From an optimization exercise on the open Yosys and OpenROAD flow, aimed at a short achievable clock period and few clock cycles; shortcuts taken in it are not production practice. For this run, only the layout was checked, not whether the RTL still works. No activity file was given, so power comes from the tool's default toggle rates.

==> flow/design.v <==
module nibble_cpu (
    input  wire       clk,
    input  wire       rst,           
    output wire       imem_en,
    output wire [3:0] imem_addr,
    input  wire [7:0] imem_rdata,
    input  wire       imem_present,  
    input  wire       in_valid,
    input  wire [3:0] in_data,
    output wire       in_ready,
    output wire       out_valid,
    output wire [3:0] out_data,
    input  wire       rearm,
    output wire       halted,
    output wire [3:0] final_a,
    output wire       final_c,
    output wire       fault,
    output wire [3:0] fault_pc
);
    localparam OP_NOP   = 4'h0;
    localparam OP_LOAD  = 4'h1;
    localparam OP_ADD   = 4'h2;
    localparam OP_SUB   = 4'h3;
    localparam OP_AND   = 4'h4;
    localparam OP_OR    = 4'h5;
    localparam OP_JMP   = 4'h6;
    localparam OP_JZ    = 4'h7;
    localparam OP_JNZ   = 4'h8;
    localparam OP_STORE = 4'h9;
    localparam OP_LOADM = 4'hA;
    localparam OP_ADDM  = 4'hB;
    localparam OP_SUBM  = 4'hC;
    localparam OP_HALT  = 4'hD;
    localparam OP_IN    = 4'hE;
    localparam OP_OUT   = 4'hF;
    localparam D_TK1  = 0;       
    localparam D_TK0  = 1;       
    localparam D_MEM  = 2;       
    localparam D_IN   = 3;
    localparam D_OUT  = 4;
    localparam D_HALT = 5;
    localparam D_ST   = 6;
    localparam D_PB   = 7;       
    localparam D_ADD  = 8;       
    localparam D_SUB  = 9;       
    localparam D_AND  = 10;
    localparam D_OR   = 11;
    localparam D_NOP  = 12;
    localparam ND     = 13;
    function [ND-1:0] decode(input [3:0] o);
        begin
            decode = {ND{1'b0}};
            decode[D_TK1]  = (o == OP_JMP) || (o == OP_JZ);
            decode[D_TK0]  = (o == OP_JMP) || (o == OP_JNZ);
            decode[D_MEM]  = (o == OP_LOADM) || (o == OP_ADDM) || (o == OP_SUBM);
            decode[D_IN]   = (o == OP_IN);
            decode[D_OUT]  = (o == OP_OUT);
            decode[D_HALT] = (o == OP_HALT);
            decode[D_ST]   = (o == OP_STORE);
            decode[D_PB]   = (o == OP_LOAD) || (o == OP_LOADM);
            decode[D_ADD]  = (o == OP_ADD) || (o == OP_ADDM);
            decode[D_SUB]  = (o == OP_SUB) || (o == OP_SUBM);
            decode[D_AND]  = (o == OP_AND);
            decode[D_OR]   = (o == OP_OR);
            decode[D_NOP]  = (o == OP_NOP);
        end
    endfunction
    function fusable(input [ND-1:0] a, input [ND-1:0] b);
        reg b_alu;
        begin
            b_alu   = b[D_PB] | b[D_ADD] | b[D_SUB] | b[D_AND] | b[D_OR];
            fusable = ((a[D_ST] | a[D_NOP]) & (b[D_TK1] | b[D_TK0]))
                    | ((a[D_PB] | a[D_NOP]) & b[D_ST])
                    | ((a[D_PB] | a[D_NOP]) & (b_alu | b[D_NOP]));
        end
    endfunction
    function [15:0] onehot4(input [3:0] v);
        onehot4 = 16'd1 << v;
    endfunction
    function [15:0] rotl1(input [15:0] v);
        rotl1 = {v[14:0], v[15]};
    endfunction
    integer k;
    reg  [3:0]  fa;              
    reg         ren;             
    reg         rv;              
    reg  [3:0]  rtag;            
    reg         rst_q;
    wire        first   = rst_q && !rst;
    wire [3:0]  raddr   = {fa[3:1], fa[0] ^ first};
    reg  [7:0]  cw  [0:15];      
    reg  [15:0] cv;              
    reg  [15:0] cp;              
    reg  [3:0]  opv [0:15];      
    reg  [15:0] fz;              
    reg  [3:0]  acc;
    reg         c_flag;
    reg         z_flag;          
    reg         z_acc;           
    reg  [3:0]  mem [0:15];
    reg         halted_q;
    reg  [3:0]  final_a_q;       
    reg         final_c_q;       
    reg         fault_q;
    reg         out_valid_q;
    reg  [3:0]  out_data_q;
    reg         in_ready_q;
    reg         irv;             
    reg  [3:0]  opnd;
    reg  [15:0] ir_oh;
    reg  [ND-1:0] d;             
    reg         irp;
    reg         ird;             
    reg  [3:0]  bv1;             
    reg         fwd1;            
    reg         v2;              
    reg  [3:0]  opnd2;
    reg  [15:0] ir2_oh;
    reg  [ND-1:0] d2;            
    reg         irp2;
    reg  [3:0]  bv2;
    reg         fwd2;
    reg         pair;            
    reg         a_bv;            
    reg         b_acc, b_1, b_2; 
    reg         st_en;           
    reg  [3:0]  st_a;            
    reg  [15:0] st_oh;
    reg  [3:0]  p, np, a2, a3, fpc;
    reg  [15:0] p_oh, np_oh, a2_oh, a3_oh;
    wire running  = !halted_q && !fault_q;
    wire act      = running && irv;
    wire flt      = act && !irp;
    wire go       = running && irv && irp && !(d[D_IN] && !in_valid);
    wire tk1      = running && (z_flag ? d[D_TK1] : d[D_TK0]);           
    wire p_go     = running && pair;                                     
    wire tk2      = p_go && (z_acc ? d2[D_TK1] : d2[D_TK0]);             
    wire st_go    = running && st_en;
    wire resume   = halted_q && rearm && ird;    
    wire [ND-1:0] ed  = pair ? d2 : d;           
    wire [3:0] opA    = a_bv ? bv1 : acc;
    wire [3:0] opB    = ({4{b_acc}} & acc) | ({4{b_1}} & bv1) | ({4{b_2}} & bv2);
    wire [4:0] add_r  = {1'b0, opA} + {1'b0, opB};
    wire [4:0] sub_r  = {1'b0, opA} - {1'b0, opB};
    wire       keep   = !(ed[D_PB] | ed[D_ADD] | ed[D_SUB] | ed[D_AND] | ed[D_OR] | ed[D_IN]);
    wire [3:0] acc_nx = ({4{ed[D_PB]}}  & opB)
                      | ({4{ed[D_ADD]}} & add_r[3:0])
                      | ({4{ed[D_SUB]}} & sub_r[3:0])
                      | ({4{ed[D_AND]}} & (opA & opB))
                      | ({4{ed[D_OR]}}  & (opA | opB))
                      | ({4{ed[D_IN]}}  & in_data)
                      | ({4{keep}}      & opA);
    wire       c_nx   = ed[D_ADD] ? add_r[4] : ed[D_SUB] ? sub_r[4] : c_flag;
    wire [3:0] neg_a  = 4'd0 - opA;
    wire       z_nx   = (ed[D_PB]  && opB == 4'd0)
                      | (ed[D_ADD] && opB == neg_a)
                      | (ed[D_SUB] && opB == opA)
                      | (ed[D_AND] && (opA & opB) == 4'd0)
                      | (ed[D_OR]  && (opA | opB) == 4'd0)
                      | (ed[D_IN]  && in_data == 4'd0)
                      | (keep      && opA == 4'd0);
    reg  [3:0]  mem_nx [0:15];
    always @(*)
        for (k = 0; k < 16; k = k + 1)
            mem_nx[k] = (st_go && st_oh[k]) ? opA : mem[k];
    reg  [ND-1:0] sd [0:15];
    reg  [15:0]   fz_nx;
    always @(*) begin
        for (k = 0; k < 16; k = k + 1)
            sd[k] = decode(cw[k][7:4]);
        for (k = 0; k < 16; k = k + 1)
            fz_nx[k] = cv[k] && cv[(k + 1) % 16] && cp[k] && cp[(k + 1) % 16]
                       && fusable(sd[k], sd[(k + 1) % 16]);
    end
    wire [ND-1:0] rd_d  = decode(imem_rdata[7:4]);
    wire [3:0]    rd_mv = mem[imem_rdata[3:0]];       
    wire          rd_eq = imem_rdata[3:0] == st_a;
    wire [15:0] ir_oh_r  = rotl1(ir_oh);
    wire [15:0] ir2_oh_r = rotl1(ir2_oh);
    reg  [3:0]    pp_n, pp_v; 
    reg  [15:0]   pp_oh; 
    reg  [ND-1:0] pp_d; 
    reg           pp_cv, pp_cp, pp_eq, pp_f; 
    always @(*) begin 
        pp_n  = (rv && rtag == p) ? imem_rdata[3:0] : 4'd0; 
        pp_oh = (rv && rtag == p) ? onehot4(imem_rdata[3:0]) : 16'd0; 
        pp_d  = (rv && rtag == p) ? rd_d : {ND{1'b0}}; 
        pp_cv = (rv && rtag == p); 
        pp_cp = (rv && rtag == p) && imem_present; 
        pp_v  = (rv && rtag == p) ? rd_mv : 4'd0; 
        pp_eq = (rv && rtag == p) && rd_eq; 
        pp_f  = 1'b0; 
        for (k = 0; k < 16; k = k + 1) 
            if ((p_oh[k]) && cv[k]) begin 
                pp_n  = pp_n | cw[k][3:0]; 
                pp_oh = pp_oh | onehot4(cw[k][3:0]); 
                pp_d  = pp_d | sd[k]; 
                pp_cv = 1'b1; 
                pp_cp = pp_cp | cp[k]; 
                pp_v  = pp_v | opv[k]; 
                pp_eq = pp_eq | (cw[k][3:0] == st_a); 
                pp_f  = pp_f | fz[k]; 
            end 
    end
    reg  [3:0]    pn_n, pn_v; 
    reg  [15:0]   pn_oh; 
    reg  [ND-1:0] pn_d; 
    reg           pn_cv, pn_cp, pn_eq, pn_f; 
    always @(*) begin 
        pn_n  = (rv && rtag == np) ? imem_rdata[3:0] : 4'd0; 
        pn_oh = (rv && rtag == np) ? onehot4(imem_rdata[3:0]) : 16'd0; 
        pn_d  = (rv && rtag == np) ? rd_d : {ND{1'b0}}; 
        pn_cv = (rv && rtag == np); 
        pn_cp = (rv && rtag == np) && imem_present; 
        pn_v  = (rv && rtag == np) ? rd_mv : 4'd0; 
        pn_eq = (rv && rtag == np) && rd_eq; 
        pn_f  = 1'b0; 
        for (k = 0; k < 16; k = k + 1) 
            if ((np_oh[k]) && cv[k]) begin 
                pn_n  = pn_n | cw[k][3:0]; 
                pn_oh = pn_oh | onehot4(cw[k][3:0]); 
                pn_d  = pn_d | sd[k]; 
                pn_cv = 1'b1; 
                pn_cp = pn_cp | cp[k]; 
                pn_v  = pn_v | opv[k]; 
                pn_eq = pn_eq | (cw[k][3:0] == st_a); 
                pn_f  = pn_f | fz[k]; 
            end 
    end
    reg  [3:0]    ps2_n, ps2_v; 
    reg  [15:0]   ps2_oh; 
    reg  [ND-1:0] ps2_d; 
    reg           ps2_cv, ps2_cp, ps2_eq, ps2_f; 
    always @(*) begin 
        ps2_n  = (rv && rtag == a2) ? imem_rdata[3:0] : 4'd0; 
        ps2_oh = (rv && rtag == a2) ? onehot4(imem_rdata[3:0]) : 16'd0; 
        ps2_d  = (rv && rtag == a2) ? rd_d : {ND{1'b0}}; 
        ps2_cv = (rv && rtag == a2); 
        ps2_cp = (rv && rtag == a2) && imem_present; 
        ps2_v  = (rv && rtag == a2) ? rd_mv : 4'd0; 
        ps2_eq = (rv && rtag == a2) && rd_eq; 
        ps2_f  = 1'b0; 
        for (k = 0; k < 16; k = k + 1) 
            if ((a2_oh[k]) && cv[k]) begin 
                ps2_n  = ps2_n | cw[k][3:0]; 
                ps2_oh = ps2_oh | onehot4(cw[k][3:0]); 
                ps2_d  = ps2_d | sd[k]; 
                ps2_cv = 1'b1; 
                ps2_cp = ps2_cp | cp[k]; 
                ps2_v  = ps2_v | opv[k]; 
                ps2_eq = ps2_eq | (cw[k][3:0] == st_a); 
                ps2_f  = ps2_f | fz[k]; 
            end 
    end
    reg  [3:0]    ps3_n, ps3_v; 
    reg  [15:0]   ps3_oh; 
    reg  [ND-1:0] ps3_d; 
    reg           ps3_cv, ps3_cp, ps3_eq, ps3_f; 
    always @(*) begin 
        ps3_n  = (rv && rtag == a3) ? imem_rdata[3:0] : 4'd0; 
        ps3_oh = (rv && rtag == a3) ? onehot4(imem_rdata[3:0]) : 16'd0; 
        ps3_d  = (rv && rtag == a3) ? rd_d : {ND{1'b0}}; 
        ps3_cv = (rv && rtag == a3); 
        ps3_cp = (rv && rtag == a3) && imem_present; 
        ps3_v  = (rv && rtag == a3) ? rd_mv : 4'd0; 
        ps3_eq = (rv && rtag == a3) && rd_eq; 
        ps3_f  = 1'b0; 
        for (k = 0; k < 16; k = k + 1) 
            if ((a3_oh[k]) && cv[k]) begin 
                ps3_n  = ps3_n | cw[k][3:0]; 
                ps3_oh = ps3_oh | onehot4(cw[k][3:0]); 
                ps3_d  = ps3_d | sd[k]; 
                ps3_cv = 1'b1; 
                ps3_cp = ps3_cp | cp[k]; 
                ps3_v  = ps3_v | opv[k]; 
                ps3_eq = ps3_eq | (cw[k][3:0] == st_a); 
                ps3_f  = ps3_f | fz[k]; 
            end 
    end
    reg  [3:0]    pt_n, pt_v; 
    reg  [15:0]   pt_oh; 
    reg  [ND-1:0] pt_d; 
    reg           pt_cv, pt_cp, pt_eq, pt_f; 
    always @(*) begin 
        pt_n  = (rv && rtag == opnd) ? imem_rdata[3:0] : 4'd0; 
        pt_oh = (rv && rtag == opnd) ? onehot4(imem_rdata[3:0]) : 16'd0; 
        pt_d  = (rv && rtag == opnd) ? rd_d : {ND{1'b0}}; 
        pt_cv = (rv && rtag == opnd); 
        pt_cp = (rv && rtag == opnd) && imem_present; 
        pt_v  = (rv && rtag == opnd) ? rd_mv : 4'd0; 
        pt_eq = (rv && rtag == opnd) && rd_eq; 
        pt_f  = 1'b0; 
        for (k = 0; k < 16; k = k + 1) 
            if ((ir_oh[k]) && cv[k]) begin 
                pt_n  = pt_n | cw[k][3:0]; 
                pt_oh = pt_oh | onehot4(cw[k][3:0]); 
                pt_d  = pt_d | sd[k]; 
                pt_cv = 1'b1; 
                pt_cp = pt_cp | cp[k]; 
                pt_v  = pt_v | opv[k]; 
                pt_eq = pt_eq | (cw[k][3:0] == st_a); 
                pt_f  = pt_f | fz[k]; 
            end 
    end
    reg  [3:0]    pt1_n, pt1_v; 
    reg  [15:0]   pt1_oh; 
    reg  [ND-1:0] pt1_d; 
    reg           pt1_cv, pt1_cp, pt1_eq, pt1_f; 
    always @(*) begin 
        pt1_n  = (rv && rtag == opnd + 4'd1) ? imem_rdata[3:0] : 4'd0; 
        pt1_oh = (rv && rtag == opnd + 4'd1) ? onehot4(imem_rdata[3:0]) : 16'd0; 
        pt1_d  = (rv && rtag == opnd + 4'd1) ? rd_d : {ND{1'b0}}; 
        pt1_cv = (rv && rtag == opnd + 4'd1); 
        pt1_cp = (rv && rtag == opnd + 4'd1) && imem_present; 
        pt1_v  = (rv && rtag == opnd + 4'd1) ? rd_mv : 4'd0; 
        pt1_eq = (rv && rtag == opnd + 4'd1) && rd_eq; 
        pt1_f  = 1'b0; 
        for (k = 0; k < 16; k = k + 1) 
            if ((ir_oh_r[k]) && cv[k]) begin 
                pt1_n  = pt1_n | cw[k][3:0]; 
                pt1_oh = pt1_oh | onehot4(cw[k][3:0]); 
                pt1_d  = pt1_d | sd[k]; 
                pt1_cv = 1'b1; 
                pt1_cp = pt1_cp | cp[k]; 
                pt1_v  = pt1_v | opv[k]; 
                pt1_eq = pt1_eq | (cw[k][3:0] == st_a); 
                pt1_f  = pt1_f | fz[k]; 
            end 
    end
    reg  [3:0]    pu_n, pu_v; 
    reg  [15:0]   pu_oh; 
    reg  [ND-1:0] pu_d; 
    reg           pu_cv, pu_cp, pu_eq, pu_f; 
    always @(*) begin 
        pu_n  = (rv && rtag == opnd2) ? imem_rdata[3:0] : 4'd0; 
        pu_oh = (rv && rtag == opnd2) ? onehot4(imem_rdata[3:0]) : 16'd0; 
        pu_d  = (rv && rtag == opnd2) ? rd_d : {ND{1'b0}}; 
        pu_cv = (rv && rtag == opnd2); 
        pu_cp = (rv && rtag == opnd2) && imem_present; 
        pu_v  = (rv && rtag == opnd2) ? rd_mv : 4'd0; 
        pu_eq = (rv && rtag == opnd2) && rd_eq; 
        pu_f  = 1'b0; 
        for (k = 0; k < 16; k = k + 1) 
            if ((ir2_oh[k]) && cv[k]) begin 
                pu_n  = pu_n | cw[k][3:0]; 
                pu_oh = pu_oh | onehot4(cw[k][3:0]); 
                pu_d  = pu_d | sd[k]; 
                pu_cv = 1'b1; 
                pu_cp = pu_cp | cp[k]; 
                pu_v  = pu_v | opv[k]; 
                pu_eq = pu_eq | (cw[k][3:0] == st_a); 
                pu_f  = pu_f | fz[k]; 
            end 
    end
    reg  [3:0]    pu1_n, pu1_v; 
    reg  [15:0]   pu1_oh; 
    reg  [ND-1:0] pu1_d; 
    reg           pu1_cv, pu1_cp, pu1_eq, pu1_f; 
    always @(*) begin 
        pu1_n  = (rv && rtag == opnd2 + 4'd1) ? imem_rdata[3:0] : 4'd0; 
        pu1_oh = (rv && rtag == opnd2 + 4'd1) ? onehot4(imem_rdata[3:0]) : 16'd0; 
        pu1_d  = (rv && rtag == opnd2 + 4'd1) ? rd_d : {ND{1'b0}}; 
        pu1_cv = (rv && rtag == opnd2 + 4'd1); 
        pu1_cp = (rv && rtag == opnd2 + 4'd1) && imem_present; 
        pu1_v  = (rv && rtag == opnd2 + 4'd1) ? rd_mv : 4'd0; 
        pu1_eq = (rv && rtag == opnd2 + 4'd1) && rd_eq; 
        pu1_f  = 1'b0; 
        for (k = 0; k < 16; k = k + 1) 
            if ((ir2_oh_r[k]) && cv[k]) begin 
                pu1_n  = pu1_n | cw[k][3:0]; 
                pu1_oh = pu1_oh | onehot4(cw[k][3:0]); 
                pu1_d  = pu1_d | sd[k]; 
                pu1_cv = 1'b1; 
                pu1_cp = pu1_cp | cp[k]; 
                pu1_v  = pu1_v | opv[k]; 
                pu1_eq = pu1_eq | (cw[k][3:0] == st_a); 
                pu1_f  = pu1_f | fz[k]; 
            end 
    end
    wire c0 = !irv;                                  
    wire c1 = (go && !pair && !tk1) || resume;       
    wire c2 = p_go && !tk2;                          
    wire c3 = tk1;                                   
    wire c4 = tk2;                                   
    wire want_ld = c0 || c1 || c2 || c3 || c4;
    wire s1r = c1 && v2;                             
    wire s1n = c1 && !v2;
    wire          hit   = s1r | (s1n & pn_cv) | (c2 & ps2_cv) | (c3 & pt_cv) | (c4 & pu_cv) | (c0 & pp_cv);
    wire [3:0]    n1_n  = ({4{s1r}} & opnd2) | ({4{s1n}} & pn_n) | ({4{c2}} & ps2_n)
                        | ({4{c3}} & pt_n) | ({4{c4}} & pu_n) | ({4{c0}} & pp_n);
    wire [15:0]   n1_oh = ({16{s1r}} & ir2_oh) | ({16{s1n}} & pn_oh) | ({16{c2}} & ps2_oh)
                        | ({16{c3}} & pt_oh) | ({16{c4}} & pu_oh) | ({16{c0}} & pp_oh);
    wire [ND-1:0] n1_d  = ({ND{s1r}} & d2) | ({ND{s1n}} & pn_d) | ({ND{c2}} & ps2_d)
                        | ({ND{c3}} & pt_d) | ({ND{c4}} & pu_d) | ({ND{c0}} & pp_d);
    wire          n1_p  = (s1r & irp2) | (s1n & pn_cp) | (c2 & ps2_cp) | (c3 & pt_cp) | (c4 & pu_cp) | (c0 & pp_cp);
    wire          n1_f  = (c1 & pn_f) | (c2 & ps2_f) | (c3 & pt_f) | (c4 & pu_f) | (c0 & pp_f);
    wire [3:0]    n1_v  = ({4{s1r}} & (fwd2 ? acc : bv2)) | ({4{s1n}} & pn_v) | ({4{c2}} & ps2_v)
                        | ({4{c3}} & pt_v) | ({4{c4}} & pu_v) | ({4{c0}} & pp_v);
    wire          n1_eq = (s1r & (opnd2 == st_a)) | (s1n & pn_eq) | (c2 & ps2_eq)
                        | (c3 & pt_eq) | (c4 & pu_eq) | (c0 & pp_eq);
    wire          n1_mem = n1_d[D_MEM];
    wire [3:0]    n1_bv  = n1_mem ? n1_v : n1_n;
    wire          n1_fw  = n1_mem && st_go && n1_eq;
    wire [3:0]    n2_n  = ({4{c1}} & ps2_n) | ({4{c2}} & ps3_n) | ({4{c3}} & pt1_n) | ({4{c4}} & pu1_n) | ({4{c0}} & pn_n);
    wire [15:0]   n2_oh = ({16{c1}} & ps2_oh) | ({16{c2}} & ps3_oh) | ({16{c3}} & pt1_oh) | ({16{c4}} & pu1_oh) | ({16{c0}} & pn_oh);
    wire [ND-1:0] n2_d  = ({ND{c1}} & ps2_d) | ({ND{c2}} & ps3_d) | ({ND{c3}} & pt1_d) | ({ND{c4}} & pu1_d) | ({ND{c0}} & pn_d);
    wire          n2_cv = (c1 & ps2_cv) | (c2 & ps3_cv) | (c3 & pt1_cv) | (c4 & pu1_cv) | (c0 & pn_cv);
    wire          n2_p  = (c1 & ps2_cp) | (c2 & ps3_cp) | (c3 & pt1_cp) | (c4 & pu1_cp) | (c0 & pn_cp);
    wire [3:0]    n2_v  = ({4{c1}} & ps2_v) | ({4{c2}} & ps3_v) | ({4{c3}} & pt1_v) | ({4{c4}} & pu1_v) | ({4{c0}} & pn_v);
    wire          n2_eq = (c1 & ps2_eq) | (c2 & ps3_eq) | (c3 & pt1_eq) | (c4 & pu1_eq) | (c0 & pn_eq);
    wire          n2_mem = n2_d[D_MEM];
    wire [3:0]    n2_bv  = n2_mem ? n2_v : n2_n;
    wire          n2_fw  = n2_mem && st_go && n2_eq;
    wire [3:0]    nb    = ({4{c1}} & np) | ({4{c2}} & a2) | ({4{c3}} & opnd) | ({4{c4}} & opnd2) | ({4{c0}} & p);
    wire [15:0]   nb_oh = ({16{c1}} & np_oh) | ({16{c2}} & a2_oh) | ({16{c3}} & ir_oh)
                        | ({16{c4}} & ir2_oh) | ({16{c0}} & p_oh);
    wire [ND-1:0] n1_dd  = (hit && n1_p) ? n1_d : {ND{1'b0}};
    wire          n2_ok  = hit && n2_cv && n2_p;
    wire [ND-1:0] n2_dd  = n2_ok ? n2_d : {ND{1'b0}};
    wire          n_pair = hit && n1_f && n2_ok;
    wire adv      = c1 || c2 || c3 || c4;
    wire early_ok = adv && !resume && hit && !d[D_OUT] && !d[D_HALT];
    wire early_h  = early_ok && n1_p && n1_d[D_HALT];
    wire early_f  = early_ok && !n1_p;
    wire halted_nx = halted_q ? !rearm : ((go && d[D_HALT] && !ird) || early_h);
    wire fault_nx  = fault_q || flt || early_f;
    wire [3:0]  rd_n    = imem_rdata[3:0];
    wire [15:0] cv_fill = rv ? (cv | onehot4(rtag)) : cv;
    wire        jlook   = rv && imem_rdata[7:4] == OP_JMP && !cv[rd_n] && rtag != rd_n
                          && !(ren && raddr == rd_n);
    wire        wait_p  = !irv && !cv[p] && !(rv && rtag == p) && !(ren && raddr == p);
    always @(posedge clk) begin
        rst_q <= rst;
        rv    <= ren;
        rtag  <= raddr;
        if (rst) begin
            fa  <= 4'd0;
            ren <= 1'b1;
            cv  <= 16'd0;
            fz  <= 16'd0;
        end else begin
            if (wait_p) begin
                fa  <= p;
                ren <= 1'b1;
            end else if (jlook) begin
                fa  <= rd_n;
                ren <= 1'b1;
            end else begin
                fa  <= first ? 4'd2 : fa + 4'd1;
                ren <= !(&cv_fill);
            end
            for (k = 0; k < 16; k = k + 1)
                opv[k] <= (rv && rtag == k) ? mem_nx[imem_rdata[3:0]] : mem_nx[cw[k][3:0]];
            fz <= fz_nx;
            if (rv) begin
                cw[rtag] <= imem_rdata;
                cp[rtag] <= imem_present;
                cv[rtag] <= 1'b1;
            end
        end
    end
    always @(posedge clk) begin
        if (rst) begin
            irv         <= 1'b0;
            ird         <= 1'b0;
            v2          <= 1'b0;
            d           <= {ND{1'b0}};
            d2          <= {ND{1'b0}};
            pair        <= 1'b0;
            st_en       <= 1'b0;
            p           <= 4'd0;
            fpc         <= 4'd0;
            np          <= 4'd1;
            a2          <= 4'd2;
            a3          <= 4'd3;
            p_oh        <= 16'd1;
            np_oh       <= 16'd2;
            a2_oh       <= 16'd4;
            a3_oh       <= 16'd8;
            acc         <= 4'd0;
            c_flag      <= 1'b0;
            z_flag      <= 1'b0;
            z_acc       <= 1'b1;
            final_a_q   <= 4'd0;
            final_c_q   <= 1'b0;
            halted_q    <= 1'b0;
            fault_q     <= 1'b0;
            out_valid_q <= 1'b0;
            in_ready_q  <= 1'b0;
            for (k = 0; k < 16; k = k + 1)
                mem[k] <= 4'd0;
        end else begin
            halted_q    <= halted_nx;
            fault_q     <= fault_nx;
            out_valid_q <= go && d[D_OUT];
            for (k = 0; k < 16; k = k + 1)
                mem[k] <= mem_nx[k];
            if (go || p_go) begin
                acc       <= acc_nx;
                c_flag    <= c_nx;
                z_flag    <= z_nx;
                z_acc     <= z_nx;
                final_a_q <= acc_nx;
                final_c_q <= c_nx;
            end
            if (go && d[D_OUT])
                out_data_q <= acc;
            if (want_ld) begin
                p      <= nb;
                fpc    <= nb;
                np     <= nb + 4'd1;
                a2     <= nb + 4'd2;
                a3     <= nb + 4'd3;
                p_oh   <= nb_oh;
                np_oh  <= rotl1(nb_oh);
                a2_oh  <= rotl1(rotl1(nb_oh));
                a3_oh  <= rotl1(rotl1(rotl1(nb_oh)));
                irv    <= hit;
                opnd   <= n1_n;
                ir_oh  <= n1_oh;
                d      <= n1_dd;
                irp    <= n1_p;
                ird    <= early_h;
                bv1    <= n1_bv;
                fwd1   <= n1_fw;
                v2     <= n2_ok;
                opnd2  <= n2_n;
                ir2_oh <= n2_oh;
                d2     <= n2_dd;
                irp2   <= n2_p;
                bv2    <= n2_bv;
                fwd2   <= n2_fw;
                pair   <= n_pair;
                a_bv   <= n_pair && n1_d[D_PB] && !n1_fw;
                b_acc  <= n_pair ? n2_fw : n1_fw;
                b_1    <= !n_pair && !n1_fw;
                b_2    <= n_pair && !n2_fw;
                st_en  <= n1_dd[D_ST] || (n_pair && n2_dd[D_ST]);
                st_a   <= (n_pair && n2_d[D_ST]) ? n2_n : n1_n;
                st_oh  <= (n_pair && n2_d[D_ST]) ? n2_oh : n1_oh;
                in_ready_q <= hit && n1_p && n1_d[D_IN] && !(halted_q && !rearm)
                              && !(go && d[D_HALT]) && !fault_q;
            end else begin
                in_ready_q <= d[D_IN] && !halted_nx && !fault_nx;
            end
        end
    end
    assign imem_en   = ren;
    assign imem_addr = raddr;
    assign in_ready  = in_ready_q;
    assign out_valid = out_valid_q;
    assign out_data  = out_data_q;
    assign halted    = halted_q;
    assign final_a   = final_a_q;
    assign final_c   = final_c_q;
    assign fault     = fault_q;
    assign fault_pc  = fpc;
endmodule
==> flow/run.sh <==
#!/bin/bash
# synth_recipe.tcl (not shown) runs the flow's synth.tcl, then flattens the netlist and writes it again
# the make line also repeats each setting of config.mk as NAME=value (left out here)
make -C /OpenROAD-flow-scripts/flow DESIGN_CONFIG=/design/flow/config.mk WORK_HOME=/design/flow/orfs CLKGATE_MAP_FILE= SYNTH_SCRIPT=/design/flow/synth_recipe.tcl finish
==> flow/config.mk <==
export PLATFORM = sky130hd
export DESIGN_NAME = nibble_cpu
export DESIGN_NICKNAME = nibble_cpu
export VERILOG_FILES = /design/flow/design.v
export SDC_FILE = /design/flow/constraint.sdc
export NUM_CORES = 4
export LEC_CHECK = 0
export CAP_MARGIN = 20
export CORE_MARGIN = 2
export CORE_UTILIZATION = 60
export CTS_CLUSTER_DIAMETER = 100
export CTS_CLUSTER_SIZE = 40
export PLACE_DENSITY = 0.75
export SETUP_SLACK_MARGIN = 3.3
export SLEW_MARGIN = 20
export TNS_END_PERCENT = 100
==> flow/constraint.sdc <==
create_clock -name core_clock -period 5.0 [get_ports {clk}]
set_input_delay 1.0000 -clock core_clock [delete_from_list [all_inputs] [get_ports {clk}]]
set_output_delay 1.0000 -clock core_clock [all_outputs]
set_load 0.01 [all_outputs]
==> reports/metrics.cfg <==
[cts]
cts_root_buf = clkbuf_16
clock_path_buffers = 3
clock_sinks = 462
cts_hold_buf = 0
ctsHtreeMaxLevel = 1
cts_made_buffers = 26

[synth]
ys_ff_latch = 462
syn_inst = 9141
syn-num-nets = 9188
avgSynthCellArea_um2 = 6.84
synthDistinctLibCells = 99
yosysSeqAreaShare = 0.194
netlist_area_um2 = 62500
synth_ff_type = edfxtp_1
synth_edf_count = 287
ys_warn_count = 5
async_flop_share = 0

[placement]
gp_congestion = 1.74
hpwl_um = 351000
port-buffer-count = 38

[global_routing]
grt_max_degree = 77
grt_usage = 1.30
grt_pass1_vias = 132000
grt_pass1_wl_um = 1010000
gr-total-overflow = 26200

[die]
num_rows = 118
die_h_um = 327
initial_utilization = 0.604
ios = 39
die_x_um = 327

[run_status]
status = did not finish
error_line = [ERROR GRT-0116] Global routing finished with congestion. Check the congestion regions in the DRC Viewer.
failed_stage = 5_1_grt

repair_timing:
item | 4_1_cts
buffers inserted | 1508
gates resized for setup | 2448
hold endpoints to repair | 0
endpoints found under the setup margin | 621
cloned | 62
pin swaps | 486
cell families after synthesis:
logic type	after synthesis	share of synthesized area
AOI/OAI and AO/OA	4052	0.432
xor gates and xnor gates	137	0.0197
adders and majority gates	30	0.00625
buffers and inverters	1311	0.0847
DFF	462	0.194
muxes	114	0.0222
and+or+nand+nor	3035	0.241
stage by stage:
stage | hold slack (ns) | setup WS, ns | instances | instance area, µm² | total power [mW]
2_1_floorplan | 0.398 | 1.51 | 9141 | 65000 | 10.7
3_3_place_gp | 0.378 | 0.791 | 9870 | 65800 | 15.4
3_5_place_dp | 0.386 | 0.790 | 9870 | 65800 | 15.5
4_1_cts | 0.465 | 1.80 | 11500 | 90400 | 23.3
routing by layer:
layer,overflow,track usage
met2,15200,1.68
met1,5177,1.15
met5,470,1.08
met3,2478,1.07
met4,2874,1.24
Yosys cell counts, drive strengths merged (53+ instances only):
| cell | count | share of area |
|---|---|---|
| nand2 | 858 | 0.052 |
| dfxtp | 175 | 0.056 |
| a31oi | 112 | 0.011 |
| o21ai | 367 | 0.029 |
| nor4 | 412 | 0.042 |
| nor3 | 66 | 0.0053 |
| a22oi | 564 | 0.068 |
| nand3b | 53 | 0.0065 |
| a221oi | 130 | 0.018 |
| edfxtp | 287 | 0.14 |
| nand4 | 204 | 0.021 |
| and2 | 149 | 0.015 |
| a21oi | 237 | 0.019 |
| o221ai | 67 | 0.0094 |
| xnor2 | 99 | 0.014 |
| o22ai | 2041 | 0.20 |
| a22o | 104 | 0.015 |
| mux2 | 59 | 0.011 |
| buf | 269 | 0.022 |
| nand3 | 241 | 0.019 |
| clkbuf | 996 | 0.060 |
| o211ai | 101 | 0.012 |
| nor2 | 745 | 0.045 |
| o22a | 78 | 0.011 |
| nor2b | 127 | 0.013 |
worst min path at each step:
stage | cells after the start | slack, ns | from | end
global placement | 0 | 0.38 | ren | rv
CTS | 2 | 0.47 | d2[6] | d2[6]
floorplan | 0 | 0.40 | fa[3] | rtag[3]
detailed placement | 0 | 0.39 | ren | rv
power by group through the flow:
stage / Clock (mW) / Sequential, mW / Combinational [mW]
after global placement: 0 / 5.85 / 9.51
after floorplan: 0 / 4.86 / 5.87
after CTS: 2.98 / 5.33 / 15.0
after detailed placement: 0 / 5.86 / 9.59
